Context: an optimization exercise on an open-source flow, tuned for small area, a short achievable clock period and few clock cycles. The choices shown serve that exercise and are no tape-out recipe. Function was checked by simulation only, so behaviour that the tests miss may differ from the original. Power is estimated from default activity; no workload was simulated.

## vwac
module vwac (
  input  wire        clk,
  input  wire        rst,         
  input  wire        bus_valid,   
  input  wire        bus_write,   
  input  wire [11:0] bus_addr,    
  input  wire [31:0] bus_wdata,
  output wire [31:0] bus_rdata    
);
For scale: ~6600 cells after synthesis, about 1900 flip-flops, ~80 I/O pins, ~85000 um^2 of cells after synthesis.
export LEC_CHECK = 0
export CAP_MARGIN = 20
export CORE_MARGIN = 2
export CORE_UTILIZATION = 50
export PLACE_DENSITY = 0.6
export SLEW_MARGIN = 20
create_clock -name core_clock -period 11.0 [get_ports {clk}]
standard.sh (not shown) runs the stock make flow with config.mk's settings and CLKGATE_MAP_FILE= SYNTH_SCRIPT=/design/flow/synth_recipe.tcl, a recipe that flattens the netlist after the stock synthesis.
==> flow/flow/run.sh <==
#!/bin/bash
set -euo pipefail
MARGIN=7
make() { command make "$@" SETUP_SLACK_MARGIN=$MARGIN; }
export -f make
export MARGIN
bash standard.sh finish > run_flow.log 2>&1
Testbench counts at the start, summed over its fixed seeds: cycles 51,062.
==> next run, changes <==
--- a/flow/design.v
+++ b/flow/design.v
@@ -211,20 +211,19 @@
               else begin mark = 1'b1; mi = (g == 8'd126) ? 4'd2 : 4'd3; end
         default: off = 8'd0;    
       endcase
       lut_dec = {none, mark ? mark_of(mi) : g + off};
     end
   endfunction
   reg [15:0]  char_in [0:63];
   reg [15:0]  in_len;
   reg [11:0]  hdr;
-  reg [111:0] payload;        
-  reg [3:0]   pv;
+  reg [111:0] payload;
   reg [4:0]   out_len;
   reg         out_wide;
   reg [223:0] co;             
   reg [3:0]   st;
   reg         st_done, st_ok, st_ovr;
   reg [3:0]   st_res;
   wire busy  = (st != S_IDLE) && (st != S_FAULT);
   wire fault = (st == S_FAULT);
   reg [111:0] acc;            
@@ -312,22 +311,22 @@
   wire a_reg = a_lo & (bus_addr[7:6] == 2'b00);
   wire a_pay = a_lo & (bus_addr[7:6] == 2'b01) & (bus_addr[5:4] == 2'b00);
   wire [31:0] rd_reg =
       ({32{bus_addr[5:2] == 4'd1}} & {23'd0, st_ovr, st_res, fault, st_ok, st_done, busy})
     | ({32{bus_addr[5:2] == 4'd2}} & 32'd112)
     | ({32{bus_addr[5:2] == 4'd3}} & {16'd0, in_len})
     | ({32{bus_addr[5:2] == 4'd4}} & {20'd0, hdr})
     | ({32{bus_addr[5:2] == 4'd5}} & {27'd0, out_len});
   wire [31:0] rd_pay =
-      ({32{(bus_addr[3:2] == 2'd0) & pv[0]}} & payload[31:0])
-    | ({32{(bus_addr[3:2] == 2'd1) & pv[1]}} & payload[63:32])
-    | ({32{(bus_addr[3:2] == 2'd2) & pv[2]}} & payload[95:64])
-    | ({32{(bus_addr[3:2] == 2'd3) & pv[3]}} & {16'd0, payload[111:96]});
+      ({32{bus_addr[3:2] == 2'd0}} & payload[31:0])
+    | ({32{bus_addr[3:2] == 2'd1}} & payload[63:32])
+    | ({32{bus_addr[3:2] == 2'd2}} & payload[95:64])
+    | ({32{bus_addr[3:2] == 2'd3}} & {16'd0, payload[111:96]});
   wire [31:0] rd_oth =
       ({32{a_reg}} & rd_reg)
     | ({32{a_pay}} & rd_pay);
   reg  [15:0] rq_0, rq_1, rq_2, rq_3;
   reg  [31:0] rq_oth;
   reg  [15:0] rq_co;
   always @(posedge clk) begin
     rq_co  <= co_unit;
     rq_0   <= cin_q0;
@@ -418,21 +417,20 @@
     endcase
   end
   wire [3:0]  tot     = {1'b0, wc} + pk_s;
   wire [7:0]  wbyte   = comb >> (tot[2:0]);
   wire [111:0] acc_sh = {acc[103:0], wbyte};
   wire [1:0] h_tag = hdr[11:10];
   wire [3:0] h_id  = hdr[9:6];
   wire [5:0] h_len = hdr[5:0];
   wire [3:0] h_step = step_of(h_id);
-  wire       pay_zero = ((payload[31:0] == 32'd0)   | ~pv[0]) & ((payload[63:32] == 32'd0)   | ~pv[1])
-                      & ((payload[95:64] == 32'd0)  | ~pv[2]) & ((payload[111:96] == 16'd0) | ~pv[3]);
-  wire       pbit  = payload[bp] & pv[bp[6:5]];
+  wire       pay_zero = (payload == 112'd0);
+  wire       pbit  = payload[bp];
   wire [8:0] gdec  = lut_dec(h_id, gg);
   wire       g_cont = (gg[7:6] == 2'b10);
   reg        g_bad;
   reg [20:0] g_cp;
   always @* begin
     g_bad = 1'b0; g_cp = 21'd0;
     if (gg[7] == 1'b0) begin
       g_cp = {14'd0, gg[6:0]};
       if (cc != 2'd0) g_bad = 1'b1;
@@ -506,26 +504,22 @@
   always @(posedge clk)
     if (co_load) co <= {stg, acc};
   wire [3:0] pay_wr = {4{wr_pay}} & {bus_addr[3:2] == 2'd3, bus_addr[3:2] == 2'd2,
                                      bus_addr[3:2] == 2'd1, bus_addr[3:2] == 2'd0};
   genvar gw;
   generate
     for (gw = 0; gw < 4; gw = gw + 1) begin : g_pay
       localparam integer W = (gw == 3) ? 16 : 32;
       always @(posedge clk)
-        if (pay_wr[gw] | enc_commit)
-          payload[32*gw +: W] <= pay_wr[gw] ? bus_wdata[W-1:0] : acc_sh[32*gw +: W];
+        if (rst | pay_wr[gw] | enc_commit)
+          payload[32*gw +: W] <= {W{~rst}} & (pay_wr[gw] ? bus_wdata[W-1:0] : acc_sh[32*gw +: W]);
     end
   endgenerate
-  always @(posedge clk)
-    if (rst) pv <= 4'd0;
-    else if (enc_commit) pv <= 4'hF;
-    else pv <= pv | pay_wr;
   always @(posedge clk) begin
     if (rst) begin
       st <= S_IDLE;
       st_done <= 1'b0; st_ok <= 1'b0; st_ovr <= 1'b0; st_res <= 4'd0;
       in_len <= 16'd0; hdr <= 12'd0;
       out_len <= 5'd0; out_wide <= 1'b0;
       rec_ok <= 1'b0; rec_wide <= 1'b0; rec_n <= 5'd0;
       r <= 6'd0; wq_v <= 1'b0; v <= 1'b0;
       a_lat <= 1'b1; a_keep <= 9'h1FF; a_unres <= 3'd0;
Result: Setup slack degrades by 0.12 ns. Hold slack barely changes. Final area went down by about 0.43%. Sequential power goes up by about 0.8%. Global-route usage goes down by 0.33 points.
Testbench counts after the change, summed over its fixed seeds: cycles 51,062.

[port drivers added, routing unchanged]
In the flow no input, the clock included, has a driving cell. The finished layouts below were timed again as built, in two steps. Step 1 sets driving cells, clkbuf_16 on the clock port and buf_2 on the other inputs (assumed; they add their load-dependent delay and slew). Step 2 moves the port delays by t, midway between the first and last clock arrival at a register: inputs arrive t later, outputs are due t later. That takes back most of the time a late clock gives input paths. a / b / c = no drivers / after step 1 / after step 2; a / b = the first two.
run | shift t [ns] | slack for setup (ns) | worst setup path at the end | worst slew at a driven data input, ns
the first run | 0.949 | 6.773 / 6.720 / 6.047 | input to register | 0.11
the second run | 0.945 | 6.649 / 6.558 / 6.031 | input to register | 0.18
After both steps setup and hold are still met in every run listed. The setup slack of the first run, which loses most, moves by -0.053 ns with the drivers and by -0.726 ns with both steps.
